Background: an optimization exercise with open tools, aiming at small area. Do not read the settings as production practice. Only simulation tests tie the RTL to the original design; equivalence was not proved. Power and IR drop assume default switching activity.

<file path="flow/constraint.sdc">
create_clock -name core_clock -period 10.0 [get_ports {clk}]
set_input_delay 2.0000 -clock core_clock [delete_from_list [all_inputs] [get_ports {clk}]]
set_output_delay 2.0000 -clock core_clock [all_outputs]
set_load 0.01 [all_outputs]
</file>
<file path="flow/config.mk">
export PLATFORM = sky130hd
export DESIGN_NAME = fgtc
export DESIGN_NICKNAME = fgtc
export VERILOG_FILES = /design/flow/design.v
export SDC_FILE = /design/flow/constraint.sdc
export NUM_CORES = 4
export LEC_CHECK = 0
export CAP_MARGIN = 20
export CORE_MARGIN = 2
export CORE_UTILIZATION = 40
export SLEW_MARGIN = 20
</file>
<file path="flow/design.v">
module fgtc #(
    parameter [6:0]  P_DEV_ADDR      = 7'h36,
    parameter [7:0]  P_RA_RCOMP0     = 8'h38,
    parameter [7:0]  P_RA_TEMPCO     = 8'h39,
    parameter [7:0]  P_RA_FULLCAPREP = 8'h10,
    parameter [7:0]  P_RA_CYCLES     = 8'h17,
    parameter [7:0]  P_RA_FULLCAPNOM = 8'h23,
    parameter [15:0] P_SETTLE_MS     = 16'd10,
    parameter [15:0] P_POLL_MS       = 16'd1
) (
    input             clk,
    input             rst,           
    input             host_we,
    input      [5:0]  host_addr,
    input      [15:0] host_wdata,
    output reg [15:0] host_rdata,
    output            irq,
    output            bus_req,
    output reg [2:0]  bus_kind,
    output reg [7:0]  bus_byte,
    input             bus_ack,
    input      [7:0]  bus_st,
    input      [7:0]  bus_d,
    output            nv_req,
    output reg        nv_we,
    output reg [15:0] nv_addr,
    output reg [15:0] nv_wdata,
    input             nv_ack,
    input      [15:0] nv_rdata,
    input             ms_tick
);
    localparam [15:0] NV_MAGIC = 16'hBEEF;
    localparam [2:0] K_START = 3'd0, K_ADDR = 3'd1, K_TX = 3'd2,
                     K_RXACK = 3'd3, K_RXNACK = 3'd4, K_STOP = 3'd5;
    localparam [3:0] E_NONE = 4'd0, E_BUS = 4'd1, E_VERIFY = 4'd2, E_TIMEOUT = 4'd3,
                     E_ILLEGAL = 4'd4, E_STATE = 4'd5, E_ARG = 4'd6;
    localparam [1:0] LP_UNCHECKED = 2'd0, LP_UNINIT = 2'd1, LP_VALID = 2'd2;
    localparam [3:0] OP_NOP = 4'h0, OP_START = 4'h1, OP_WRBYTE = 4'h2, OP_RDACK = 4'h3,
                     OP_RDNACK = 4'h4, OP_STOP = 4'h5, OP_XFER = 4'h6, OP_RDREG = 4'h7,
                     OP_WRREG = 4'h8, OP_WRVFY = 4'h9, OP_POLLCLR = 4'hA, OP_LP = 4'hB;
    localparam [2:0] S_IDLE = 3'd0, S_DECODE = 3'd1, S_EXEC = 3'd2,
                     S_PHASE = 3'd3, S_WAIT = 3'd4, S_NV = 3'd5;
    localparam [2:0] PH_START0 = 3'd0, PH_ADDR0 = 3'd1, PH_TX = 3'd2, PH_START1 = 3'd3,
                     PH_ADDR1 = 3'd4, PH_RXA = 3'd5, PH_RXN = 3'd6, PH_STOP = 3'd7;
    localparam [1:0] XM_TRANS = 2'd0,    
                     XM_PRIM  = 2'd1,    
                     XM_STOP  = 2'd2;    
    localparam [1:0] XD_RXBUF = 2'd0, XD_PRIV = 2'd1, XD_RXBYTE = 2'd2;
    localparam [3:0] PC_FIN = 4'd15;     
    reg         ctrl_ie, ctrl_autostop;
    reg         st_done, st_bus_held, st_match, st_toggled, st_overrun;
    reg  [1:0]  st_lpstate;
    reg  [3:0]  st_errcode;
    reg  [15:0] cmd;
    reg  [6:0]  target;
    reg  [6:0]  devaddr;
    reg  [15:0] wdata;
    reg  [15:0] rdata;
    reg  [7:0]  busstat;
    reg  [15:0] errinfo;
    reg  [1:0]  attempts;
    reg  [15:0] pmask;
    reg  [15:0] pollmax;
    reg  [15:0] pollcnt;
    reg  [15:0] settle;
    reg  [15:0] pollivl;
    reg  [7:0]  rxbyte;
    reg  [127:0] txbuf;
    reg  [127:0] rxbuf;
    reg  [15:0] designcap;
    reg  [39:0] ra;           
    reg  [15:0] nvbase;       
    reg  [79:0] cache;        
    reg  [2:0]  state;
    reg  [3:0]  pc;
    reg  [2:0]  k;            
    reg  [3:0]  steps;        
    reg         err;          
    reg  [3:0]  last;         
    reg  [15:0] wcnt;         
    reg  [15:0] wlen;         
    reg  [79:0] stage;        
    reg  [15:0] p;            
    reg  [15:0] nvd;          
    reg  [2:0]  ph;
    reg  [1:0]  x_mode;
    reg  [6:0]  x_t7;
    reg  [3:0]  x_n;          
    reg  [3:0]  x_m;          
    reg         x_keep;
    reg         x_src_tx;     
    reg  [1:0]  x_dst;
    reg  [3:0]  x_i;          
    reg  [7:0]  x_a;          
    reg  [15:0] x_v;          
    wire        busy = (state != S_IDLE);
    wire [3:0]  op   = cmd[15:12];
    wire [2:0]  sub  = cmd[2:0];
    assign irq     = ctrl_ie & st_done;
    assign bus_req = (state == S_PHASE);
    assign nv_req  = (state == S_NV);
    function legal_cmd(input [15:0] w);
        case (w[15:12])
            OP_NOP, OP_RDACK, OP_RDNACK, OP_STOP:
                legal_cmd = (w[11:0] == 12'd0);
            OP_START, OP_WRBYTE, OP_RDREG, OP_WRREG, OP_WRVFY, OP_POLLCLR:
                legal_cmd = (w[11:8] == 4'd0);
            OP_XFER:
                legal_cmd = (w[11:9] == 3'd0);
            OP_LP:
                legal_cmd = (w[11:3] == 9'd0) && (w[2:0] < 3'd6);
            default:
                legal_cmd = 1'b0;
        endcase
    endfunction
    reg lp_state_ok;
    always @(*) begin
        case (sub)
            3'd0:    lp_state_ok = 1'b1;                          
            3'd2:    lp_state_ok = (st_lpstate != LP_UNCHECKED);  
            default: lp_state_ok = (st_lpstate == LP_VALID);
        endcase
    end
    reg [7:0] tx_byte;
    always @(*) begin
        if (x_mode == XM_PRIM)
            tx_byte = cmd[7:0];
        else if (x_src_tx)
            tx_byte = txbuf[x_i*8 +: 8];
        else if (x_i == 4'd0)
            tx_byte = x_a;
        else if (x_i == 4'd1)
            tx_byte = x_v[7:0];
        else
            tx_byte = x_v[15:8];
    end
    always @(*) begin
        case (ph)
            PH_START0, PH_START1: bus_kind = K_START;
            PH_ADDR0, PH_ADDR1:   bus_kind = K_ADDR;
            PH_TX:                bus_kind = K_TX;
            PH_RXA:               bus_kind = K_RXACK;
            PH_RXN:               bus_kind = K_RXNACK;
            default:              bus_kind = K_STOP;
        endcase
        case (ph)
            PH_ADDR0: bus_byte = (x_mode == XM_PRIM) ? cmd[7:0]
                               : {x_t7, (x_n == 4'd0) && (x_m != 4'd0)};
            PH_ADDR1: bus_byte = {x_t7, 1'b1};
            PH_TX:    bus_byte = tx_byte;
            default:  bus_byte = 8'h00;
        endcase
    end
    reg       ph_ok;
    reg [2:0] ph_code;    
    reg [7:0] ph_idx;     
    always @(*) begin
        case (ph)
            PH_START0, PH_START1: ph_ok = (bus_st == 8'h08) || (bus_st == 8'h10);
            PH_ADDR0, PH_ADDR1:   ph_ok = (bus_st == (bus_byte[0] ? 8'h40 : 8'h18));
            PH_TX:                ph_ok = (bus_st == 8'h28);
            PH_RXA:               ph_ok = (bus_st == 8'h50);
            PH_RXN:               ph_ok = (bus_st == 8'h58);
            default:              ph_ok = 1'b1;
        endcase
        case (ph)
            PH_START0, PH_START1: ph_code = 3'd1;
            PH_ADDR0, PH_ADDR1:   ph_code = 3'd2;
            PH_TX:                ph_code = 3'd3;
            PH_RXA:               ph_code = 3'd4;
            PH_RXN:               ph_code = 3'd5;
            default:              ph_code = 3'd0;
        endcase
        case (ph)
            PH_START0, PH_ADDR0:  ph_idx = 8'd0;
            PH_START1, PH_ADDR1:  ph_idx = 8'd1;
            default:              ph_idx = {4'd0, x_i};
        endcase
    end
    wire [15:0] nva_k = nvbase + 16'd2 + {12'd0, k, 1'b0};
    wire [7:0]  ra_k    = ra[k*8 +: 8];
    wire [15:0] cache_k = cache[k*16 +: 16];
    always @(*) begin
        case (host_addr)
            6'h00: host_rdata = {14'd0, ctrl_autostop, ctrl_ie};
            6'h01: host_rdata = {4'd0, st_errcode, st_lpstate, st_overrun, st_toggled,
                                 st_match, st_bus_held, st_done, busy};
            6'h02: host_rdata = cmd;
            6'h03: host_rdata = {9'd0, target};
            6'h04: host_rdata = {9'd0, devaddr};
            6'h05: host_rdata = wdata;
            6'h06: host_rdata = rdata;
            6'h07: host_rdata = {8'd0, busstat};
            6'h08: host_rdata = errinfo;
            6'h09: host_rdata = {14'd0, attempts};
            6'h0A: host_rdata = pmask;
            6'h0B: host_rdata = pollmax;
            6'h0C: host_rdata = pollcnt;
            6'h0D: host_rdata = settle;
            6'h0E: host_rdata = pollivl;
            6'h0F: host_rdata = {8'd0, rxbyte};
            6'h10, 6'h11, 6'h12, 6'h13, 6'h14, 6'h15, 6'h16, 6'h17:
                   host_rdata = txbuf[host_addr[2:0]*16 +: 16];
            6'h18, 6'h19, 6'h1A, 6'h1B, 6'h1C, 6'h1D, 6'h1E, 6'h1F:
                   host_rdata = rxbuf[host_addr[2:0]*16 +: 16];
            6'h20: host_rdata = designcap;
            6'h21: host_rdata = {8'd0, ra[7:0]};
            6'h22: host_rdata = {8'd0, ra[15:8]};
            6'h23: host_rdata = {8'd0, ra[23:16]};
            6'h24: host_rdata = {8'd0, ra[31:24]};
            6'h25: host_rdata = {8'd0, ra[39:32]};
            6'h26: host_rdata = nvbase;
            6'h27: host_rdata = NV_MAGIC;
            6'h28: host_rdata = cache[15:0];
            6'h29: host_rdata = cache[31:16];
            6'h2A: host_rdata = cache[47:32];
            6'h2B: host_rdata = cache[63:48];
            6'h2C: host_rdata = cache[79:64];
            default: host_rdata = 16'd0;
        endcase
    end
    wire soft_reset = host_we && !busy && (host_addr == 6'h00) && host_wdata[2];
    always @(posedge clk) begin
        if (rst || soft_reset) begin
            ctrl_ie       <= 1'b0;
            ctrl_autostop <= 1'b0;
            st_done       <= 1'b0;
            st_bus_held   <= 1'b0;
            st_match      <= 1'b0;
            st_toggled    <= 1'b0;
            st_overrun    <= 1'b0;
            st_lpstate    <= LP_UNCHECKED;
            st_errcode    <= E_NONE;
            cmd           <= 16'd0;
            target        <= 7'd0;
            devaddr       <= P_DEV_ADDR;
            wdata         <= 16'd0;
            rdata         <= 16'd0;
            busstat       <= 8'd0;
            errinfo       <= 16'd0;
            attempts      <= 2'd0;
            pmask         <= 16'd0;
            pollmax       <= 16'hFFFF;
            pollcnt       <= 16'd0;
            settle        <= P_SETTLE_MS;
            pollivl       <= P_POLL_MS;
            rxbyte        <= 8'd0;
            txbuf         <= 128'd0;
            rxbuf         <= 128'd0;
            designcap     <= 16'd0;
            ra            <= {P_RA_FULLCAPNOM, P_RA_CYCLES, P_RA_FULLCAPREP,
                              P_RA_TEMPCO, P_RA_RCOMP0};
            nvbase        <= 16'd0;
            cache         <= 80'd0;
            state    <= S_IDLE;
            pc       <= 4'd0;
            k        <= 3'd0;
            steps    <= 4'd0;
            err      <= 1'b0;
            last     <= E_NONE;
            wcnt     <= 16'd0;
            wlen     <= 16'd0;
            stage    <= 80'd0;
            p        <= 16'd0;
            nvd      <= 16'd0;
            ph       <= PH_START0;
            x_mode   <= XM_TRANS;
            x_t7     <= 7'd0;
            x_n      <= 4'd0;
            x_m      <= 4'd0;
            x_keep   <= 1'b0;
            x_src_tx <= 1'b0;
            x_dst    <= XD_RXBUF;
            x_i      <= 4'd0;
            x_a      <= 8'd0;
            x_v      <= 16'd0;
            nv_we    <= 1'b0;
            nv_addr  <= 16'd0;
            nv_wdata <= 16'd0;
        end else begin
            if (host_we) begin
                if (host_addr == 6'h01) begin
                    if (host_wdata[1]) st_done    <= 1'b0;
                    if (host_wdata[5]) st_overrun <= 1'b0;
                end else if (busy) begin
                    st_overrun <= 1'b1;
                end else begin
                    case (host_addr)
                        6'h00: begin
                            ctrl_ie       <= host_wdata[0];
                            ctrl_autostop <= host_wdata[1];
                        end
                        6'h02: begin
                            cmd        <= host_wdata;
                            st_done    <= 1'b0;
                            st_match   <= 1'b0;
                            st_toggled <= 1'b0;
                            st_errcode <= E_NONE;
                            errinfo    <= 16'd0;
                            attempts   <= 2'd0;
                            pollcnt    <= 16'd0;
                            steps      <= 4'd0;
                            err        <= 1'b0;
                            state      <= S_DECODE;
                        end
                        6'h03: target  <= host_wdata[6:0];
                        6'h04: devaddr <= host_wdata[6:0];
                        6'h05: wdata   <= host_wdata;
                        6'h0A: pmask   <= host_wdata;
                        6'h0B: pollmax <= host_wdata;
                        6'h0D: settle  <= host_wdata;
                        6'h0E: pollivl <= host_wdata;
                        6'h10, 6'h11, 6'h12, 6'h13, 6'h14, 6'h15, 6'h16, 6'h17:
                            txbuf[host_addr[2:0]*16 +: 16] <= host_wdata;
                        6'h20: designcap   <= host_wdata;
                        6'h21: ra[7:0]     <= host_wdata[7:0];
                        6'h22: ra[15:8]    <= host_wdata[7:0];
                        6'h23: ra[23:16]   <= host_wdata[7:0];
                        6'h24: ra[31:24]   <= host_wdata[7:0];
                        6'h25: ra[39:32]   <= host_wdata[7:0];
                        6'h26: nvbase      <= {host_wdata[15:1], 1'b0};
                        default: ;
                    endcase
                end
            end
            case (state)
            S_IDLE: ;
            S_DECODE: begin
                if (!legal_cmd(cmd)) begin
                    st_errcode <= E_ILLEGAL;
                    pc    <= PC_FIN;
                    state <= S_EXEC;
                end else if (op == OP_POLLCLR && pollmax == 16'd0) begin
                    st_errcode <= E_ARG;
                    pc    <= PC_FIN;
                    state <= S_EXEC;
                end else if (((op == OP_WRBYTE || op == OP_RDACK || op == OP_RDNACK) && !st_bus_held)
                             || (op == OP_LP && !lp_state_ok)) begin
                    st_errcode <= E_STATE;
                    pc    <= PC_FIN;
                    state <= S_EXEC;
                end else begin
                    pc    <= 4'd0;
                    k     <= 3'd0;
                    state <= S_EXEC;
                end
            end
            S_EXEC: begin
                if (err) begin
                    err <= 1'b0;
                    if (op == OP_WRVFY && pc != PC_FIN) begin
                        last <= E_BUS;
                        pc   <= 4'd4;
                        if (st_bus_held) begin
                            x_mode <= XM_STOP;
                            ph     <= PH_STOP;
                            state  <= S_PHASE;
                        end
                    end else begin
                        st_errcode <= E_BUS;
                        pc <= PC_FIN;
                        if (ctrl_autostop && st_bus_held) begin
                            x_mode <= XM_STOP;
                            ph     <= PH_STOP;
                            state  <= S_PHASE;
                        end
                    end
                end else if (pc == PC_FIN) begin
                    st_done <= 1'b1;
                    state   <= S_IDLE;
                end else begin
                    case (op)
                    OP_NOP: pc <= PC_FIN;
                    OP_START: begin
                        x_mode <= XM_PRIM;
                        ph     <= PH_START0;
                        state  <= S_PHASE;
                        pc     <= PC_FIN;
                    end
                    OP_WRBYTE: begin
                        x_mode <= XM_PRIM;
                        x_i    <= 4'd0;
                        ph     <= PH_TX;
                        state  <= S_PHASE;
                        pc     <= PC_FIN;
                    end
                    OP_RDACK, OP_RDNACK: begin
                        x_mode <= XM_PRIM;
                        x_i    <= 4'd0;
                        x_dst  <= XD_RXBYTE;
                        ph     <= (op == OP_RDACK) ? PH_RXA : PH_RXN;
                        state  <= S_PHASE;
                        pc     <= PC_FIN;
                    end
                    OP_STOP: begin
                        x_mode <= XM_STOP;
                        ph     <= PH_STOP;
                        state  <= S_PHASE;
                        pc     <= PC_FIN;
                    end
                    OP_XFER: begin
                        x_mode   <= XM_TRANS;
                        x_t7     <= target;
                        x_n      <= cmd[3:0];
                        x_m      <= cmd[7:4];
                        x_keep   <= cmd[8];
                        x_src_tx <= 1'b1;
                        x_dst    <= XD_RXBUF;
                        x_i      <= 4'd0;
                        ph       <= PH_START0;
                        state    <= S_PHASE;
                        pc       <= PC_FIN;
                    end
                    OP_RDREG: begin
                        case (pc)
                        4'd0: begin
                            x_mode <= XM_TRANS; x_t7 <= devaddr; x_n <= 4'd1; x_m <= 4'd2;
                            x_keep <= 1'b0; x_src_tx <= 1'b0; x_dst <= XD_PRIV; x_i <= 4'd0;
                            x_a    <= cmd[7:0];
                            ph     <= PH_START0;
                            state  <= S_PHASE;
                            pc     <= 4'd1;
                        end
                        default: begin
                            rdata <= p;
                            pc    <= PC_FIN;
                        end
                        endcase
                    end
                    OP_WRREG: begin
                        x_mode <= XM_TRANS; x_t7 <= devaddr; x_n <= 4'd3; x_m <= 4'd0;
                        x_keep <= 1'b0; x_src_tx <= 1'b0; x_dst <= XD_PRIV; x_i <= 4'd0;
                        x_a    <= cmd[7:0];
                        x_v    <= wdata;
                        ph     <= PH_START0;
                        state  <= S_PHASE;
                        pc     <= PC_FIN;
                    end
                    OP_WRVFY: begin
                        case (pc)
                        4'd0: begin
                            attempts <= attempts + 2'd1;
                            x_mode <= XM_TRANS; x_t7 <= devaddr; x_n <= 4'd3; x_m <= 4'd0;
                            x_keep <= 1'b0; x_src_tx <= 1'b0; x_dst <= XD_PRIV; x_i <= 4'd0;
                            x_a    <= cmd[7:0];
                            x_v    <= wdata;
                            ph     <= PH_START0;
                            state  <= S_PHASE;
                            pc     <= 4'd1;
                        end
                        4'd1: begin
                            pc <= 4'd2;
                            if (settle != 16'd0) begin
                                wcnt  <= 16'd0;
                                wlen  <= settle;
                                state <= S_WAIT;
                            end
                        end
                        4'd2: begin
                            x_mode <= XM_TRANS; x_t7 <= devaddr; x_n <= 4'd1; x_m <= 4'd2;
                            x_keep <= 1'b0; x_src_tx <= 1'b0; x_dst <= XD_PRIV; x_i <= 4'd0;
                            x_a    <= cmd[7:0];
                            ph     <= PH_START0;
                            state  <= S_PHASE;
                            pc     <= 4'd3;
                        end
                        4'd3: begin
                            rdata <= p;
                            if (p == wdata) begin
                                st_match <= 1'b1;
                                pc       <= PC_FIN;
                            end else begin
                                last <= E_VERIFY;
                                pc   <= 4'd4;
                            end
                        end
                        default: begin
                            if (attempts == 2'd3) begin
                                st_errcode <= last;
                                pc <= PC_FIN;
                            end else begin
                                pc <= 4'd0;
                            end
                        end
                        endcase
                    end
                    OP_POLLCLR: begin
                        case (pc)
                        4'd0: begin
                            x_mode <= XM_TRANS; x_t7 <= devaddr; x_n <= 4'd1; x_m <= 4'd2;
                            x_keep <= 1'b0; x_src_tx <= 1'b0; x_dst <= XD_PRIV; x_i <= 4'd0;
                            x_a    <= cmd[7:0];
                            ph     <= PH_START0;
                            state  <= S_PHASE;
                            pc     <= 4'd1;
                        end
                        4'd1: begin
                            rdata   <= p;
                            pollcnt <= pollcnt + 16'd1;
                            if ((p & pmask) == 16'd0) begin
                                pc <= PC_FIN;
                            end else if (pollcnt + 16'd1 == pollmax) begin
                                st_errcode <= E_TIMEOUT;
                                pc <= PC_FIN;
                            end else begin
                                pc <= 4'd2;
                            end
                        end
                        default: begin
                            pc <= 4'd0;
                            if (pollivl != 16'd0) begin
                                wcnt  <= 16'd0;
                                wlen  <= pollivl;
                                state <= S_WAIT;
                            end
                        end
                        endcase
                    end
                    OP_LP: begin
                        if (pc >= 4'd8) begin
                            case (pc)
                            4'd8: begin
                                x_mode <= XM_TRANS; x_t7 <= devaddr; x_n <= 4'd1; x_m <= 4'd2;
                                x_keep <= 1'b0; x_src_tx <= 1'b0; x_dst <= XD_PRIV; x_i <= 4'd0;
                                x_a    <= ra_k;
                                ph     <= PH_START0;
                                state  <= S_PHASE;
                                pc     <= 4'd9;
                            end
                            4'd9: begin
                                stage[k*16 +: 16] <= p;
                                if (k == 3'd4) begin
                                    pc <= 4'd10;
                                end else begin
                                    k  <= k + 3'd1;
                                    pc <= 4'd8;
                                end
                            end
                            4'd10: begin
                                cache <= stage;
                                k     <= 3'd0;
                                pc    <= 4'd11;
                            end
                            4'd11: begin
                                nv_we    <= 1'b1;
                                nv_addr  <= nva_k;
                                nv_wdata <= cache_k;
                                state    <= S_NV;
                                pc       <= 4'd12;
                            end
                            default: begin
                                if (k == 3'd4) begin
                                    pc <= PC_FIN;
                                end else begin
                                    k  <= k + 3'd1;
                                    pc <= 4'd11;
                                end
                            end
                            endcase
                        end else begin
                            case (sub)
                            3'd0: begin
                                if (pc == 4'd0) begin
                                    nv_we   <= 1'b0;
                                    nv_addr <= nvbase;
                                    state   <= S_NV;
                                    pc      <= 4'd1;
                                end else begin
                                    st_lpstate <= (nvd == NV_MAGIC) ? LP_VALID : LP_UNINIT;
                                    pc <= PC_FIN;
                                end
                            end
                            3'd1: begin
                                if (pc == 4'd0) begin
                                    nv_we   <= 1'b0;
                                    nv_addr <= nva_k;
                                    state   <= S_NV;
                                    pc      <= 4'd1;
                                end else begin
                                    cache[k*16 +: 16] <= nvd;
                                    if (k == 3'd4) begin
                                        pc <= PC_FIN;
                                    end else begin
                                        k  <= k + 3'd1;
                                        pc <= 4'd0;
                                    end
                                end
                            end
                            3'd2: begin
                                case (pc)
                                4'd0, 4'd1: begin
                                    if (pc == 4'd1)
                                        stage[15:0] <= p;
                                    x_mode <= XM_TRANS; x_t7 <= devaddr; x_n <= 4'd1; x_m <= 4'd2;
                                    x_keep <= 1'b0; x_src_tx <= 1'b0; x_dst <= XD_PRIV; x_i <= 4'd0;
                                    x_a    <= (pc == 4'd0) ? ra[7:0] : ra[15:8];
                                    ph     <= PH_START0;
                                    state  <= S_PHASE;
                                    pc     <= pc + 4'd1;
                                end
                                4'd2: begin
                                    stage[31:16] <= p;
                                    cache <= {designcap, 16'd0, designcap, p, stage[15:0]};
                                    k     <= 3'd0;
                                    pc    <= 4'd3;
                                end
                                4'd3: begin
                                    nv_we    <= 1'b1;
                                    nv_addr  <= nva_k;
                                    nv_wdata <= cache_k;
                                    state    <= S_NV;
                                    pc       <= 4'd4;
                                end
                                4'd4: begin
                                    if (k == 3'd4) begin
                                        pc <= 4'd5;
                                    end else begin
                                        k  <= k + 3'd1;
                                        pc <= 4'd3;
                                    end
                                end
                                4'd5: begin
                                    nv_we    <= 1'b1;
                                    nv_addr  <= nvbase;
                                    nv_wdata <= NV_MAGIC;
                                    state    <= S_NV;
                                    pc       <= 4'd6;
                                end
                                default: begin
                                    st_lpstate <= LP_VALID;
                                    pc <= PC_FIN;
                                end
                                endcase
                            end
                            3'd3: begin
                                k  <= 3'd0;
                                pc <= 4'd8;
                            end
                            3'd4: begin
                                if (pc == 4'd0) begin
                                    x_mode <= XM_TRANS; x_t7 <= devaddr; x_n <= 4'd3; x_m <= 4'd0;
                                    x_keep <= 1'b0; x_src_tx <= 1'b0; x_dst <= XD_PRIV; x_i <= 4'd0;
                                    x_a    <= ra_k;
                                    x_v    <= cache_k;
                                    ph     <= PH_START0;
                                    state  <= S_PHASE;
                                    pc     <= 4'd1;
                                end else begin
                                    if (k == 3'd4) begin
                                        pc <= PC_FIN;
                                    end else begin
                                        k  <= k + 3'd1;
                                        pc <= 4'd0;
                                    end
                                end
                            end
                            default: begin
                                if (pc == 4'd0) begin
                                    x_mode <= XM_TRANS; x_t7 <= devaddr; x_n <= 4'd1; x_m <= 4'd2;
                                    x_keep <= 1'b0; x_src_tx <= 1'b0; x_dst <= XD_PRIV; x_i <= 4'd0;
                                    x_a    <= ra[31:24];
                                    ph     <= PH_START0;
                                    state  <= S_PHASE;
                                    pc     <= 4'd1;
                                end else begin
                                    cache[63:48] <= p;
                                    if (p[6] != cache[54]) begin
                                        st_toggled <= 1'b1;
                                        k  <= 3'd0;
                                        pc <= 4'd8;
                                    end else begin
                                        pc <= PC_FIN;
                                    end
                                end
                            end
                            endcase
                        end
                    end
                    default: pc <= PC_FIN;
                    endcase
                end
            end
            S_WAIT: begin
                if (ms_tick) begin
                    wcnt <= wcnt + 16'd1;
                    if (wcnt + 16'd1 == wlen)
                        state <= S_EXEC;
                end
            end
            S_NV: begin
                if (nv_ack) begin
                    nvd   <= nv_rdata;
                    state <= S_EXEC;
                end
            end
            S_PHASE: begin
                if (bus_ack) begin
                    if (ph != PH_STOP)
                        busstat <= bus_st;
                    if (!ph_ok) begin
                        errinfo <= {ph_idx, steps, 1'b0, ph_code};
                        err     <= 1'b1;
                        state   <= S_EXEC;
                    end else begin
                        case (ph)
                        PH_START0: begin
                            st_bus_held <= 1'b1;
                            ph <= PH_ADDR0;
                        end
                        PH_ADDR0: begin
                            x_i <= 4'd0;
                            if (x_mode == XM_PRIM)
                                state <= S_EXEC;
                            else if (x_n != 4'd0)
                                ph <= PH_TX;
                            else if (x_m > 4'd1)
                                ph <= PH_RXA;
                            else if (x_m == 4'd1)
                                ph <= PH_RXN;
                            else if (x_keep) begin
                                steps <= steps + 4'd1;
                                state <= S_EXEC;
                            end else
                                ph <= PH_STOP;
                        end
                        PH_TX: begin
                            if (x_mode == XM_PRIM)
                                state <= S_EXEC;
                            else if (x_i != x_n - 4'd1)
                                x_i <= x_i + 4'd1;
                            else if (x_m != 4'd0)
                                ph <= PH_START1;
                            else if (x_keep) begin
                                steps <= steps + 4'd1;
                                state <= S_EXEC;
                            end else
                                ph <= PH_STOP;
                        end
                        PH_START1: begin
                            st_bus_held <= 1'b1;
                            ph <= PH_ADDR1;
                        end
                        PH_ADDR1: begin
                            x_i <= 4'd0;
                            ph  <= (x_m > 4'd1) ? PH_RXA : PH_RXN;
                        end
                        PH_RXA, PH_RXN: begin
                            case (x_dst)
                                XD_RXBUF:  rxbuf[x_i*8 +: 8] <= bus_d;
                                XD_PRIV:   if (x_i[0]) p[15:8] <= bus_d; else p[7:0] <= bus_d;
                                default:   rxbyte <= bus_d;
                            endcase
                            if (x_mode == XM_PRIM)
                                state <= S_EXEC;
                            else if (ph == PH_RXA) begin
                                x_i <= x_i + 4'd1;
                                if (x_i == x_m - 4'd2)
                                    ph <= PH_RXN;
                            end else if (x_keep) begin
                                steps <= steps + 4'd1;
                                state <= S_EXEC;
                            end else
                                ph <= PH_STOP;
                        end
                        default: begin
                            st_bus_held <= 1'b0;
                            if (x_mode == XM_TRANS)
                                steps <= steps + 4'd1;
                            state <= S_EXEC;
                        end
                        endcase
                    end
                end
            end
            default: state <= S_IDLE;
            endcase
        end
    end
endmodule
</file>
<file path="flow/run.sh">
#!/bin/bash
# synth_recipe.tcl (not shown) runs the flow's synth.tcl, then flattens the netlist and writes it again
# the make line also repeats each setting of config.mk as NAME=value (left out here)
make -C /OpenROAD-flow-scripts/flow DESIGN_CONFIG=/design/flow/config.mk WORK_HOME=/design/flow/orfs CLKGATE_MAP_FILE= SYNTH_SCRIPT=/design/flow/synth_recipe.tcl finish
</file>
==> run notes <==
- Worst-Margin Slew: 1320 ps
- Slowest CP cell: clkdlybuf4s50_1
- Grt total ovfl: 0
- Total Power: 0.00733 W
- P_leak: 17.0 nW
- Power Density: 148 nW/um^2
- Setup TNS: 0 ps
- Starting Density: 40.4%
- Largest delay share family, worst path: buffers and inverters
- Status: no timing/DRC/antenna violations
- Hold Worst Slack: 452 ps
- Remaining antenna violation count: 0
- Post-CTS setup buffer count: 0
- H-tree levels: 3
- Area grow syn2layout: 13.0%
- Sequential share of the synthesized area: 38.3%
- Vias/cell: 6.67
- Reg clk slew, reported paths: 50 ps
- Largest net degree at the start of global routing: 204
- Worst Setup Path Type: primary input to primary output
- CP Max Fanout: 46
- Fin. Hold Viols: 0
- Clock buffer depth: 3
- Post-synth top area cell: dfxtp_1
- Area share of the largest cell type after synthesis: 38.3%
- Clk Latency, worst-skew pair: 710 ps
- Initial antenna violation count: 14
- Core Area: 109000 um^2
- Async S/R FF share, synth: 0%
- Multi-input gate area: 25300 um^2
- Total I/O pin count: 123
- Arrival @ worst endpoint: 6980 ps
- Final nets: 5235
- CP cell instances: clkdlybuf4s50_1, buf_4, inv_1, ha_1, or4_1, nand3_2, buf_4, mux4_2, mux2i_1, a21oi_1, nand3_1, nand3_1, clkdlybuf4s50_1
- Count of buffer and inverter cells on the critical path: 5
- Final WS setup: 1020 ps
- Worst Setup Start Kind: primary input
- Core Util, Final: 45.6%
- Clk Tree Root Cell: clkbuf_16
- Via count: 44200
- WL final: 216000 um
- Fraction of layout cells with a size suffix above 1: 10.2%
- Synth cell types: 109
- Die Wd: 336 um
- Number of synthesized register bits: 841
- Die ar.: 113000 um^2
- Final setup vio count: 0
- Leading post-synthesis cells by cell area: dfxtp_1 (38%), a22oi_1 (6.1%), nor2_1 (5.9%)
- CTS tree: yes
- Register area: 16800 um^2
- Final Cycle Share: 89.8%
- PortBufs: 121
- DRT Pass-1 Iters: 6
- Initial DRC count: 6902
- Setup Skew: 37.5 ps
- Dpl hpwl: 155000 um
- Synth Warn #: 1
- Place WS: 1240 ps
- Vias in the first global route: 39800
- Clock sinks: 841
- Final Critical Period: 8980 ps
- Max VDD drop: 0.125 mV
- # hold bufs at CTS: 0
- Max Cap Viol: 0
- Max-slew violation count: 0
- Min-delay worst type: register to register
- Fmax: 111 MHz
- Ys flop type: dfxtp_1
- Placer Congestion: 1.06
- Die H: 336 um
- DRC viols: 0
- First-pass GRT wire length: 303000 um
- RSZ-0062 raised after global routing: false
- Synthesized area per cell: 8.41 um^2
- Tot GR Track Use: 37.1%
- Worst Path Required: 8000 ps
- Gate Count Post-Synth: 5229
- Num rows: 121
- Resize count post-CTS: 0
- Cell Area, Synth: 44000 um^2
- Layout filler cell count: 10700
- Slew HR: 11.9%
- CP peak stage delay: 600 ps
- EDFF count, synth: 0
- Inserted Clock Buffers: 95
- Routed len/inst: 32.6 um
- Syn Nets: 5329
- CP Capture Type: primary output
-- report_power, final --
group          switching [W]  internal [W]  leakage [nW]  total, W
Combinational       0.000251     0.0000861          8.63  0.000337
Sequential         0.0000101       0.00335          6.78   0.00336
Clock                0.00152       0.00211          1.56   0.00363
-- state kept, by name, summed over array words and instances (netlist names), 40 cells and up --
name   cells
cache     80
ra        40
rxbuf    128
stage     80
txbuf    128
-- per-stage QoR --
step / std cells / instance area [um^2]
floorplan: 5229 / 44000
global placement: 6450 / 46400
detailed placement: 6450 / 46400
CTS: 6624 / 49600
global route: 6629 / 49700
finish: 6632 / 49700
-- cell families (layout without fill, tap and decap cells) --
logic type                 Yosys count  after routing  synth area share [%]
DFF                                841            841                  38.3
adders and majority gates           40             40                  1.15
buffers and inverters              502            485                  4.49
AOI/OAI and AO/OA                 1493           1493                  23.9
and+or+nand+nor                   1943           1943                  20.4
muxes                              319            319                  9.88
other                                1              7               0.00852
xor gates and xnor gates            90             90                  1.86
-- layer usage --
layer,global-route usage [%],vias up,wire [um]
li1,-,19100,-
met3,8.65,670,22300
met4,25.2,8,17600
met5,0,-,55
met2,54.8,2821,91300
met1,48.0,21700,84800
-- layout make-up --
type                            count  area share, %
Timing Repair Buffer              266           4.73
Tap cell                         1414           3.56
Antenna cell                        6         0.0302
Multi-Input combinational cell   3886           51.0
Inverter                           45          0.342
Clock inverter                     29          0.619
Clock buffer                      145           5.79
Sequential cell                   841           33.9
-- placed cells by master (no fill, tap or decap), types with 41 or more instances in the layout --
cell type,count
a211oi_1,79
a21oi_1,431
a221oi_1,69
a22o_1,43
a22oi_1,357
buf_4,140
clkbuf_16,98
clkdlybuf4s50_1,119
dfxtp_1,836
inv_1,41
mux2i_1,225
mux4_2,92
nand2_1,637
nand3_1,127
nand4_1,45
nor2_1,695
nor3_1,95
o21ai_0,108
o2bb2ai_1,96
or3_1,43
xnor2_1,57
-- path summary, 6_finish.rpt --
check,from,end,slack (ps),cells past startpoint
setup / recovery,host_addr[1],host_rdata[6],1020,13
setup reg to reg,cmd[2]$_SDFFE_PP0P_,x_a[6]$_SDFFE_PP0P_,5590,10
hold reg to reg,x_v[3]$_SDFFE_PP0P_,x_v[3]$_SDFFE_PP0P_,450,2
hold / removal,x_v[3]$_SDFFE_PP0P_,x_v[3]$_SDFFE_PP0P_,450,2
-- cell usage after synthesis (57+ instances only) --
cell type,count
a211oi_1,80
a21oi_1,434
a221oi_1,69
a22oi_1,357
clkbuf_1,359
dfxtp_1,841
mux2i_1,225
mux4_2,92
nand2_1,637
nand3_1,128
nor2_1,697
nor3_1,103
o21ai_0,109
o2bb2ai_1,96
xnor2_1,57
-- worst min-delay path, stage by stage, from the launching register on --
cell	delay, ps
dfxtp_1	310
nand2_1	50
a21oi_1	50

-- re-timing with driven ports --
The results above use ideal ports. As a check the final layout listed here was re-extracted and re-timed, cells and wires unchanged. Step 1 sets driving cells, clkbuf_16 on the clock port and buf_2 on the other inputs (assumed; they add their load-dependent delay and slew). Step 2 also shifts input and output timing later by t, the mid clock arrival at the registers, as if the neighbouring blocks saw the same clock. a / b / c = ideal / step 1 / step 2; a / b = the first two.
t, ns: 0.770
setup WS [ns]: 1.021 / 0.987 / 0.987
slew at the worst register clock pin (ns): 0.07 / 0.07
After both steps this run still meets setup and hold. For this run, drivers alone change the setup slack by -0.034 ns; drivers and shift together by -0.034 ns.
